This design comes from an exercise in tuning for small area on the open sky130 flow, not from production work.
At most, simulation tests tie the RTL to the original design; equivalence was not proved.
The clock input has no modelled driver; a real chip could not lean on it and would need a root buffer or a full tree.
Power is estimated from default activity; no workload was simulated.

==> run a: inputs <==
// dds_bridge
module dds_bridge (
    input  wire       clk,
    input  wire       rst,           
    input  wire       rx_valid,
    input  wire [7:0] rx_data,
    output wire       rx_ready,      
    output reg        tx_valid,
    output reg  [7:0] tx_data,
    input  wire       tx_ready,
    output wire       dds_rst,
    output wire       io_update,
    output wire [3:0] cs_n,
    output wire       sclk,
    output wire       mosi,
    input  wire       miso
);
    localparam OP_NONE = 4'd0, OP_TEST = 4'd1, OP_IDN = 4'd2, OP_RESET = 4'd3,
               OP_PRES = 4'd4, OP_WR = 4'd5, OP_RD = 4'd6, OP_SETF = 4'd7,
               OP_SETA = 4'd8, OP_SETP = 4'd9;
    localparam P_IDLE = 4'd0, P_INDEX = 4'd1, P_ADDR = 4'd2, P_DLEN = 4'd3,
               P_DATA = 4'd4, P_FREQ = 4'd5, P_AMP = 4'd6, P_PHASE = 4'd7,
               P_IDN = 4'd8;
    localparam ST_GO = 4'd0, ST_RST = 4'd1, ST_PRST = 4'd2, ST_BYTES = 4'd3,
               ST_PCS = 4'd4, ST_IO = 4'd5, ST_PIO = 4'd6, ST_PSTR = 4'd7,
               ST_HEX = 4'd8;
    localparam M_DONE = 3'd0, M_ERR_SLOT = 3'd1, M_ERR_REG = 3'd2,
               M_ERR_LEN = 3'd3, M_UNIMPL = 3'd4, M_IDN = 3'd5,
               M_PITEM = 3'd6, M_NL = 3'd7;
    reg         pend;               
    reg  [3:0]  ps;
    reg  [4:0]  pos;
    reg  [2:0]  slot;
    reg  [7:0]  A;
    reg  [3:0]  nlen;
    reg  [63:0] B;
    reg  [3:0]  S;
    reg  [1:0]  c;
    reg  [3:0]  st;
    reg  [7:0]  V;                  
    reg         booting;
    reg  [1:0]  ra_slot;
    reg  [1:0]  ra_step;
    reg         tflag;
    reg         nz;
    reg  [2:0]  msg;
    assign rx_ready = !pend;
    wire [3:0] vbyte = V[7:4];
    wire [2:0] vbit  = V[3:1];
    wire       vhalf = V[0];
    wire       tick  = (c == 2'd3);
    wire       bv     = rx_valid && rx_ready;
    wire [7:0] b      = rx_data;
  ...
==> flow/config.mk <==
export PLATFORM = sky130hd
export DESIGN_NAME = dds_bridge
export DESIGN_NICKNAME = dds_bridge
export VERILOG_FILES = /design/flow/design.v
export SDC_FILE = /design/flow/constraint.sdc
export NUM_CORES = 4
export LEC_CHECK = 0
export ABC_AREA = 1
export CAP_MARGIN = 20
export CORE_MARGIN = 2
export CORE_UTILIZATION = 40
export CTS_BUF_LIST = sky130_fd_sc_hd__clkbuf_8
export SLEW_MARGIN = 20
==> flow/constraint.sdc <==
create_clock -name core_clock -period 10.0 [get_ports {clk}]
set_input_delay 2.0000 -clock core_clock [delete_from_list [all_inputs] [get_ports {clk}]]
set_output_delay 2.0000 -clock core_clock [all_outputs]
set_load 0.01 [all_outputs]
standard.sh (not shown) runs the stock make flow with config.mk's settings and CLKGATE_MAP_FILE= SYNTH_SCRIPT=/design/flow/synth_recipe.tcl, a recipe that flattens the netlist after the stock synthesis.
==> flow/flow/run.sh <==
#!/bin/bash
# Own layout flow. The standard synthesis (synth_recipe.tcl, ORFS's synth.tcl)
# is run a few times, each with ORFS's ABC area script replaced by a deeper
# one (ABC &deepsyn with a different seed); registers and their names come out
# the same every time, since only the combinational mapping changes. The
# smallest result is kept and the standard layout steps run on it, with 1x
# port buffers. Every tool's output goes to a log file in this folder.
set -uo pipefail
W=$PWD
N=${NUM_CORES:-4}
RES=results/sky130hd/dds_bridge/base
for k in $(seq 1 "$N"); do
  rm -rf "scripts_$k" "orfs_$k"
  cp -r "$FLOW_HOME/scripts" "scripts_$k"
  sed "s/@SEED@/$((k * 7))/" flow/abc_deep.script > "scripts_$k/abc_area.script"
done
for k in $(seq 1 "$N"); do
  make -C "$FLOW_HOME" DESIGN_CONFIG="$W/config.mk" WORK_HOME="$W/orfs_$k" CLKGATE_MAP_FILE= \
    SYNTH_SCRIPT="$W/synth_recipe.tcl" SCRIPTS_DIR="$W/scripts_$k" ABC_AREA=1 NUM_CORES=1 \
    synth > "synth_$k.log" 2>&1 &
done
wait
best=""; barea=""
for k in $(seq 1 "$N"); do
  f="orfs_$k/reports/sky130hd/dds_bridge/base/synth_stat.txt"
  [[ -f "orfs_$k/$RES/1_synth.odb" && -f "$f" ]] || continue
  a=$(grep "Chip area for module" "$f" | awk '{print $NF}')
  echo "synthesis $k: area $a" | tee -a synth_pick.log
  if [[ -z "$best" ]] || awk -v a="$a" -v b="$barea" 'BEGIN{exit !(a < b)}'; then
    best=$k; barea=$a
  fi
done
if [[ -z "$best" ]]; then
  echo "no synthesis finished; standard flow" | tee -a synth_pick.log
  bash standard.sh finish > standard.log 2>&1
  exit $?
fi
echo "kept synthesis $best ($barea)" | tee -a synth_pick.log
rm -rf orfs
mv "orfs_$best" orfs
bash standard.sh SCRIPTS_DIR="$W/scripts_$best" ABC_AREA=1 \
  "BUFFER_PORTS_ARGS=-buffer_cell sky130_fd_sc_hd__buf_1" finish > standard.log 2>&1
==> flow/flow/abc_deep.script <==
strash
&get -n
&deepsyn -T 30 -S @SEED@
&put
dch -f
amap
topo
dnsize -c
==> run b: changes against run a <==
--- a/flow/flow/run.sh
+++ b/flow/flow/run.sh
@@ -4,7 +4,8 @@
 # one (ABC &deepsyn with a different seed); registers and their names come out
 # the same every time, since only the combinational mapping changes. The
 # smallest result is kept and the standard layout steps run on it, with 1x
-# port buffers. Every tool's output goes to a log file in this folder.
+# port buffers and the small clock tree of flow/clock_tree.tcl in place of
+# TritonCTS. Every tool's output goes to a log file in this folder.
 set -uo pipefail
 W=$PWD
 N=${NUM_CORES:-4}
@@ -39,4 +40,5 @@
 rm -rf orfs
 mv "orfs_$best" orfs
 bash standard.sh SCRIPTS_DIR="$W/scripts_$best" ABC_AREA=1 \
-  "BUFFER_PORTS_ARGS=-buffer_cell sky130_fd_sc_hd__buf_1" finish > standard.log 2>&1
+  "BUFFER_PORTS_ARGS=-buffer_cell sky130_fd_sc_hd__buf_1" \
+  PRE_CTS_TCL="$W/flow/clock_tree.tcl" finish > standard.log 2>&1
==> flow/flow/clock_tree.tcl (new file) <==
proc my_split {sinks depth axis} {
  if {$depth == 0} { return [list $sinks] }
  set idx [expr {$axis == 0 ? 1 : 2}]
  set sorted [lsort -integer -index $idx $sinks]
  set h [expr {[llength $sorted] / 2}]
  set a [lrange $sorted 0 [expr {$h - 1}]]
  set b [lrange $sorted $h end]
  return [concat [my_split $a [expr {$depth - 1}] [expr {1 - $axis}]] \
                 [my_split $b [expr {$depth - 1}] [expr {1 - $axis}]]]
}
proc my_centre {g} {
  set sx 0; set sy 0
  foreach s $g { set sx [expr {$sx + [lindex $s 1]}]; set sy [expr {$sy + [lindex $s 2]}] }
  return [list [expr {$sx / [llength $g]}] [expr {$sy / [llength $g]}]]
}
proc my_buffer {name master innet c} {
  set block [ord::get_db_block]
  set inst [odb::dbInst_create $block $master "clkbuf_$name"]
  set net [odb::dbNet_create $block "clknet_$name"]
  $net setSigType CLOCK
  [$inst findITerm A] connect $innet
  [$inst findITerm X] connect $net
  $inst setLocation [lindex $c 0] [lindex $c 1]
  $inst setPlacementStatus PLACED
  return $net
}
proc my_clock_tree {leafbuf midbuf depth} {
  set block [ord::get_db_block]
  set db [ord::get_db]
  set clknet [$block findNet clk]
  set sinks {}
  foreach it [$clknet getITerms] {
    set box [[$it getInst] getBBox]
    lappend sinks [list $it [expr {([$box xMin] + [$box xMax]) / 2}] \
                            [expr {([$box yMin] + [$box yMax]) / 2}]]
  }
  set groups [my_split $sinks $depth 0]
  set lm [$db findMaster $leafbuf]
  set mm [$db findMaster $midbuf]
  set nleaf [llength $groups]
  set k 0
  for {set m 0} {$m * 4 < $nleaf} {incr m} {
    set mine [lrange $groups [expr {$m * 4}] [expr {$m * 4 + 3}]]
    if {$nleaf > 4} {
      set all {}
      foreach g $mine { set all [concat $all $g] }
      set drv [my_buffer "mid_$m" $mm $clknet [my_centre $all]]
    } else {
      set drv $clknet
    }
    foreach g $mine {
      set c [my_centre $g]
      foreach s $g { [lindex $s 0] disconnect }
      set net [my_buffer "leaf_$k" $lm $drv $c]
      foreach s $g { [lindex $s 0] connect $net }
      puts "clock leaf $k: [llength $g] sinks at $c"
      incr k
    }
  }
}

# Run from PRE_CTS_TCL: build the tree now and make the flow's own
# clock_tree_synthesis call only switch the clock to propagated timing.
my_clock_tree sky130_fd_sc_hd__clkbuf_8 sky130_fd_sc_hd__clkbuf_8 3
proc clock_tree_synthesis {args} {
  puts "clock tree already built by clock_tree.tcl"
  set_propagated_clock [all_clocks]
}
==> comparison table <==
	run a	run b
Final routed wire length divided by cell count	18.2 um	18.9 um
GRT met2 Usage	0.373	0.382
Horizontal die dimension	134 um	133 um
Power in combinational cells	0.0454 mW	0.0458 mW
Critical path's largest stage delay	430 ps	540 ps
Via density per instance	5.75	5.87
Met3 Resource Use GR	0.0388	0.0160
Area share of fa/ha/maj cells after synthesis	0.0391	0.0393
Layout overhead on the synthesized area	11.1%	8.13%
Number of distinct library cell variants in the gate-level netlist after synthesis	50	52
Combinational power share	0.048	0.057
Number of instances in the synthesized netlist	793	779
Initial Utilization	0.407	0.406
Start point of the worst hold path	B[15]	B[22]
Status	complete, no violations	complete, no violations
The clock cells of run b come from the design's own scripts or RTL, not from TritonCTS.

---

==> run M <==
dds_bridge, a different RTL version from the one above (not shown whole).
==> flow/design.v (excerpt) <==
module dds_bridge (
    input  wire       clk,
    input  wire       rst,           
    input  wire       rx_valid,
    input  wire [7:0] rx_data,
    output wire       rx_ready,      
    output reg        tx_valid,
    output reg  [7:0] tx_data,
    input  wire       tx_ready,
    output wire       dds_rst,
    output wire       io_update,
    output wire [3:0] cs_n,
    output wire       sclk,
    output wire       mosi,
    input  wire       miso
);
Settings: LEC_CHECK=0, CAP_MARGIN=20, CORE_MARGIN=2, CORE_UTILIZATION=40, SLEW_MARGIN=20; clock period 10.0 ns.
run.sh (not shown) runs the stock make flow with config.mk's settings and CLKGATE_MAP_FILE= SYNTH_SCRIPT=/design/flow/synth_recipe.tcl, a recipe that flattens the netlist after the stock synthesis.
Stock flow here: none of the scripts above is used.
==> run B: changes against run M <==
--- a/flow/design.v
+++ b/flow/design.v
@@ -171,28 +171,90 @@
     assign dds_rst   = (st == ST_RST);
     assign io_update = (st == ST_IO);
     assign sclk      = vhalf;
     function [7:0] hex_char(input [3:0] n);
         hex_char = (n < 4'd10) ? ("0" + {4'd0, n}) : ("a" + {4'd0, n} - 8'd10);
     endfunction
     function [8:0] msg_char(input [2:0] m, input [3:0] i, input [1:0] rs);
-        reg [111:0] s;
-        reg [3:0]   n;
+        reg [8:0] r;
         begin
-            case (m)
-                M_DONE:     begin s = "Done\n";          n = 4'd5;  end
-                M_ERR_SLOT: begin s = "ERR slot\n";      n = 4'd9;  end
-                M_ERR_REG:  begin s = "ERR register\n";  n = 4'd13; end
-                M_ERR_LEN:  begin s = "ERR length\n";    n = 4'd11; end
-                M_UNIMPL:   begin s = "Unimplemented\n"; n = 4'd14; end
-                M_IDN:      begin s = "CG-DDS-BRIDGE\n"; n = 4'd14; end
-                M_PITEM:    begin s = {"I", "1" + {6'd0, rs}, " "}; n = 4'd3; end
-                default:    begin s = "\n";              n = 4'd1;  end
+            case ({m, i})
+            {3'd0, 4'd0}: r = {1'b0, 8'h44};
+            {3'd0, 4'd1}: r = {1'b0, 8'h6f};
+            {3'd0, 4'd2}: r = {1'b0, 8'h6e};
+            {3'd0, 4'd3}: r = {1'b0, 8'h65};
+            {3'd0, 4'd4}: r = {1'b1, 8'h0a};
+            {3'd1, 4'd0}: r = {1'b0, 8'h45};
+            {3'd1, 4'd1}: r = {1'b0, 8'h52};
+            {3'd1, 4'd2}: r = {1'b0, 8'h52};
+            {3'd1, 4'd3}: r = {1'b0, 8'h20};
+            {3'd1, 4'd4}: r = {1'b0, 8'h73};
+            {3'd1, 4'd5}: r = {1'b0, 8'h6c};
+            {3'd1, 4'd6}: r = {1'b0, 8'h6f};
+            {3'd1, 4'd7}: r = {1'b0, 8'h74};
+            {3'd1, 4'd8}: r = {1'b1, 8'h0a};
+            {3'd2, 4'd0}: r = {1'b0, 8'h45};
+            {3'd2, 4'd1}: r = {1'b0, 8'h52};
+            {3'd2, 4'd2}: r = {1'b0, 8'h52};
+            {3'd2, 4'd3}: r = {1'b0, 8'h20};
+            {3'd2, 4'd4}: r = {1'b0, 8'h72};
+            {3'd2, 4'd5}: r = {1'b0, 8'h65};
+            {3'd2, 4'd6}: r = {1'b0, 8'h67};
+            {3'd2, 4'd7}: r = {1'b0, 8'h69};
+            {3'd2, 4'd8}: r = {1'b0, 8'h73};
+            {3'd2, 4'd9}: r = {1'b0, 8'h74};
+            {3'd2, 4'd10}: r = {1'b0, 8'h65};
+            {3'd2, 4'd11}: r = {1'b0, 8'h72};
+            {3'd2, 4'd12}: r = {1'b1, 8'h0a};
+            {3'd3, 4'd0}: r = {1'b0, 8'h45};
+            {3'd3, 4'd1}: r = {1'b0, 8'h52};
+            {3'd3, 4'd2}: r = {1'b0, 8'h52};
+            {3'd3, 4'd3}: r = {1'b0, 8'h20};
+            {3'd3, 4'd4}: r = {1'b0, 8'h6c};
+            {3'd3, 4'd5}: r = {1'b0, 8'h65};
+            {3'd3, 4'd6}: r = {1'b0, 8'h6e};
+            {3'd3, 4'd7}: r = {1'b0, 8'h67};
+            {3'd3, 4'd8}: r = {1'b0, 8'h74};
+            {3'd3, 4'd9}: r = {1'b0, 8'h68};
+            {3'd3, 4'd10}: r = {1'b1, 8'h0a};
+            {3'd4, 4'd0}: r = {1'b0, 8'h55};
+            {3'd4, 4'd1}: r = {1'b0, 8'h6e};
+            {3'd4, 4'd2}: r = {1'b0, 8'h69};
+            {3'd4, 4'd3}: r = {1'b0, 8'h6d};
+            {3'd4, 4'd4}: r = {1'b0, 8'h70};
+            {3'd4, 4'd5}: r = {1'b0, 8'h6c};
+            {3'd4, 4'd6}: r = {1'b0, 8'h65};
+            {3'd4, 4'd7}: r = {1'b0, 8'h6d};
+            {3'd4, 4'd8}: r = {1'b0, 8'h65};
+            {3'd4, 4'd9}: r = {1'b0, 8'h6e};
+            {3'd4, 4'd10}: r = {1'b0, 8'h74};
+            {3'd4, 4'd11}: r = {1'b0, 8'h65};
+            {3'd4, 4'd12}: r = {1'b0, 8'h64};
+            {3'd4, 4'd13}: r = {1'b1, 8'h0a};
+            {3'd5, 4'd0}: r = {1'b0, 8'h43};
+            {3'd5, 4'd1}: r = {1'b0, 8'h47};
+            {3'd5, 4'd2}: r = {1'b0, 8'h2d};
+            {3'd5, 4'd3}: r = {1'b0, 8'h44};
+            {3'd5, 4'd4}: r = {1'b0, 8'h44};
+            {3'd5, 4'd5}: r = {1'b0, 8'h53};
+            {3'd5, 4'd6}: r = {1'b0, 8'h2d};
+            {3'd5, 4'd7}: r = {1'b0, 8'h42};
+            {3'd5, 4'd8}: r = {1'b0, 8'h52};
+            {3'd5, 4'd9}: r = {1'b0, 8'h49};
+            {3'd5, 4'd10}: r = {1'b0, 8'h44};
+            {3'd5, 4'd11}: r = {1'b0, 8'h47};
+            {3'd5, 4'd12}: r = {1'b0, 8'h45};
+            {3'd5, 4'd13}: r = {1'b1, 8'h0a};
+            {3'd7, 4'd0}: r = {1'b1, 8'h0a};
+            {3'd6, 4'd0}: r = {1'b0, "I"};
+            {3'd6, 4'd1}: r = {1'b0, 8'h31 + {6'd0, rs}};
+            {3'd6, 4'd2}: r = {1'b1, " "};
+            default:      r = 9'bx;
             endcase
-            msg_char = {i == n - 4'd1, s[8*(n - 4'd1 - i) +: 8]};
+            msg_char = r;
         end
     endfunction
     wire [8:0] mc = msg_char(msg, idx, ra_slot);
     wire       hex_last = (idx != 4'd0) || vbit[2];
     always @(*) begin
         tx_valid = (st == ST_PSTR) || (st == ST_HEX);
         if (st == ST_HEX)
Settings changed: CAP_MARGIN 20 to 0, CTS_BUF_LIST from default to sky130_fd_sc_hd__clkbuf_4 sky130_fd_sc_hd__clkbuf_8, SLEW_MARGIN 20 to 0.
==> run X: changes against run M <==
--- a/flow/design.v
+++ b/flow/design.v
@@ -171,28 +171,90 @@
     assign dds_rst   = (st == ST_RST);
     assign io_update = (st == ST_IO);
     assign sclk      = vhalf;
     function [7:0] hex_char(input [3:0] n);
         hex_char = (n < 4'd10) ? ("0" + {4'd0, n}) : ("a" + {4'd0, n} - 8'd10);
     endfunction
     function [8:0] msg_char(input [2:0] m, input [3:0] i, input [1:0] rs);
-        reg [111:0] s;
-        reg [3:0]   n;
+        reg [8:0] r;
         begin
-            case (m)
-                M_DONE:     begin s = "Done\n";          n = 4'd5;  end
-                M_ERR_SLOT: begin s = "ERR slot\n";      n = 4'd9;  end
-                M_ERR_REG:  begin s = "ERR register\n";  n = 4'd13; end
-                M_ERR_LEN:  begin s = "ERR length\n";    n = 4'd11; end
-                M_UNIMPL:   begin s = "Unimplemented\n"; n = 4'd14; end
-                M_IDN:      begin s = "CG-DDS-BRIDGE\n"; n = 4'd14; end
-                M_PITEM:    begin s = {"I", "1" + {6'd0, rs}, " "}; n = 4'd3; end
-                default:    begin s = "\n";              n = 4'd1;  end
+            case ({m, i})
+            {3'd0, 4'd0}: r = {1'b0, 8'h44};
+            {3'd0, 4'd1}: r = {1'b0, 8'h6f};
+            {3'd0, 4'd2}: r = {1'b0, 8'h6e};
+            {3'd0, 4'd3}: r = {1'b0, 8'h65};
+            {3'd0, 4'd4}: r = {1'b1, 8'h0a};
+            {3'd1, 4'd0}: r = {1'b0, 8'h45};
+            {3'd1, 4'd1}: r = {1'b0, 8'h52};
+            {3'd1, 4'd2}: r = {1'b0, 8'h52};
+            {3'd1, 4'd3}: r = {1'b0, 8'h20};
+            {3'd1, 4'd4}: r = {1'b0, 8'h73};
+            {3'd1, 4'd5}: r = {1'b0, 8'h6c};
+            {3'd1, 4'd6}: r = {1'b0, 8'h6f};
+            {3'd1, 4'd7}: r = {1'b0, 8'h74};
+            {3'd1, 4'd8}: r = {1'b1, 8'h0a};
+            {3'd2, 4'd0}: r = {1'b0, 8'h45};
+            {3'd2, 4'd1}: r = {1'b0, 8'h52};
+            {3'd2, 4'd2}: r = {1'b0, 8'h52};
+            {3'd2, 4'd3}: r = {1'b0, 8'h20};
+            {3'd2, 4'd4}: r = {1'b0, 8'h72};
+            {3'd2, 4'd5}: r = {1'b0, 8'h65};
+            {3'd2, 4'd6}: r = {1'b0, 8'h67};
+            {3'd2, 4'd7}: r = {1'b0, 8'h69};
+            {3'd2, 4'd8}: r = {1'b0, 8'h73};
+            {3'd2, 4'd9}: r = {1'b0, 8'h74};
+            {3'd2, 4'd10}: r = {1'b0, 8'h65};
+            {3'd2, 4'd11}: r = {1'b0, 8'h72};
+            {3'd2, 4'd12}: r = {1'b1, 8'h0a};
+            {3'd3, 4'd0}: r = {1'b0, 8'h45};
+            {3'd3, 4'd1}: r = {1'b0, 8'h52};
+            {3'd3, 4'd2}: r = {1'b0, 8'h52};
+            {3'd3, 4'd3}: r = {1'b0, 8'h20};
+            {3'd3, 4'd4}: r = {1'b0, 8'h6c};
+            {3'd3, 4'd5}: r = {1'b0, 8'h65};
+            {3'd3, 4'd6}: r = {1'b0, 8'h6e};
+            {3'd3, 4'd7}: r = {1'b0, 8'h67};
+            {3'd3, 4'd8}: r = {1'b0, 8'h74};
+            {3'd3, 4'd9}: r = {1'b0, 8'h68};
+            {3'd3, 4'd10}: r = {1'b1, 8'h0a};
+            {3'd4, 4'd0}: r = {1'b0, 8'h55};
+            {3'd4, 4'd1}: r = {1'b0, 8'h6e};
+            {3'd4, 4'd2}: r = {1'b0, 8'h69};
+            {3'd4, 4'd3}: r = {1'b0, 8'h6d};
+            {3'd4, 4'd4}: r = {1'b0, 8'h70};
+            {3'd4, 4'd5}: r = {1'b0, 8'h6c};
+            {3'd4, 4'd6}: r = {1'b0, 8'h65};
+            {3'd4, 4'd7}: r = {1'b0, 8'h6d};
+            {3'd4, 4'd8}: r = {1'b0, 8'h65};
+            {3'd4, 4'd9}: r = {1'b0, 8'h6e};
+            {3'd4, 4'd10}: r = {1'b0, 8'h74};
+            {3'd4, 4'd11}: r = {1'b0, 8'h65};
+            {3'd4, 4'd12}: r = {1'b0, 8'h64};
+            {3'd4, 4'd13}: r = {1'b1, 8'h0a};
+            {3'd5, 4'd0}: r = {1'b0, 8'h43};
+            {3'd5, 4'd1}: r = {1'b0, 8'h47};
+            {3'd5, 4'd2}: r = {1'b0, 8'h2d};
+            {3'd5, 4'd3}: r = {1'b0, 8'h44};
+            {3'd5, 4'd4}: r = {1'b0, 8'h44};
+            {3'd5, 4'd5}: r = {1'b0, 8'h53};
+            {3'd5, 4'd6}: r = {1'b0, 8'h2d};
+            {3'd5, 4'd7}: r = {1'b0, 8'h42};
+            {3'd5, 4'd8}: r = {1'b0, 8'h52};
+            {3'd5, 4'd9}: r = {1'b0, 8'h49};
+            {3'd5, 4'd10}: r = {1'b0, 8'h44};
+            {3'd5, 4'd11}: r = {1'b0, 8'h47};
+            {3'd5, 4'd12}: r = {1'b0, 8'h45};
+            {3'd5, 4'd13}: r = {1'b1, 8'h0a};
+            {3'd7, 4'd0}: r = {1'b1, 8'h0a};
+            {3'd6, 4'd0}: r = {1'b0, "I"};
+            {3'd6, 4'd1}: r = {1'b0, 8'h31 + {6'd0, rs}};
+            {3'd6, 4'd2}: r = {1'b1, " "};
+            default:      r = 9'bx;
             endcase
-            msg_char = {i == n - 4'd1, s[8*(n - 4'd1 - i) +: 8]};
+            msg_char = r;
         end
     endfunction
     wire [8:0] mc = msg_char(msg, idx, ra_slot);
     wire       hex_last = (idx != 4'd0) || vbit[2];
     always @(*) begin
         tx_valid = (st == ST_PSTR) || (st == ST_HEX);
         if (st == ST_HEX)
Settings changed: CTS_BUF_LIST from default to sky130_fd_sc_hd__clkbuf_8, CTS_CLUSTER_DIAMETER from default to 60, CTS_CLUSTER_SIZE from default to 30.
==> comparison table <==
| metric | run M | run X | run B |
|---|---|---|---|
| GR met1 Demand/Resource | 30.89% | 29.10% | 29.10% |
| Transition at the pin with the smallest max-transition slack | 0.9781 ns | 0.9076 ns | 0.9076 ns |
| Reg-to-Reg End | B[58] | B[57] | B[57] |
| Max_slew headroom | 34.33% | 39.41% | 39.41% |
| Highest fanout seen on the critical path | 39 | 29 | 29 |
| Global routing usage on met2 | 33.42% | 33.98% | 33.98% |
| Delay of the slowest cell on the worst path | 0.56 ns | 0.93 ns | 0.93 ns |
| Number of placement rows | 55 | 53 | 53 |
| Seq power | 613 µW | 555 µW | 555 µW |
| Total power | 1753 µW | 1108 µW | 1108 µW |
| Upper clock frequency limit | 149.8 MHz | 170.6 MHz | 170.6 MHz |
| Library cell used as clock root buffer | sky130_fd_sc_hd__clkbuf_16 | sky130_fd_sc_hd__clkbuf_8 | sky130_fd_sc_hd__clkbuf_8 |
| Distinct cells, synth | 95 | 105 | 105 |
| Initial core utilization | 40.79% | 40.87% | 40.87% |
| Final instance area | 0.01025 mm² | 0.009455 mm² | 0.009455 mm² |
| Synthesized cell area | 0.009235 mm² | 0.008618 mm² | 0.008618 mm² |
| Top power group | clock | sequential cells | sequential cells |
| Net Sw Frac | 35.90% | 28.20% | 28.20% |
| Fraction of the core area covered by cells at the end of the flow | 45.28% | 44.84% | 44.84% |
| Power Clock | 633 µW | 452 µW | 452 µW |
| # fillers | 2,193 | 2,099 | 2,099 |
| Outcome | complete, no violations | complete, no violations | complete, no violations |
For run B and run X, only the layout was checked, not whether the RTL still works.

[re-timing with driven ports]
The results above use ideal ports. As a check the final layouts listed here were re-extracted and re-timed, cells and wires unchanged.
Step 1 (the two cells are an assumption about what drives the block):
set clk [get_ports {clk}]
set_driving_cell -lib_cell sky130_fd_sc_hd__clkbuf_16 $clk
set_driving_cell -lib_cell sky130_fd_sc_hd__buf_2 [delete_from_list [all_inputs] $clk]
Step 2 also shifts input and output timing later by t, the mid clock arrival at the registers, as if the neighbouring blocks saw the same clock.
a / b / c = ideal / step 1 / step 2; a / b = the first two.
| run | shift t [ns] | slack for setup (ns) | slew at the worst register clock pin (ns) |
|---|---|---|---|
| run a of note 1 | 0.472 | 3.737 / 3.700 / 3.340 | 0.07 / 0.07 |
| run b of note 1 | 0.360 | 3.893 / 3.846 / 3.596 | 0.10 / 0.10 |
| run M of note 2 | 0.465 | 3.325 / 3.276 / 3.741 | 0.07 / 0.07 |
| run B of note 2 | 0.477 | 4.139 / 4.099 / 4.407 | 0.09 / 0.09 |
| run X of note 2 | 0.477 | 4.139 / 4.099 / 4.407 | 0.09 / 0.09 |
After both steps setup and hold are still met in every run listed. For run a of note 1, which loses most, drivers alone change the setup slack by -0.037 ns; drivers and shift together by -0.397 ns.
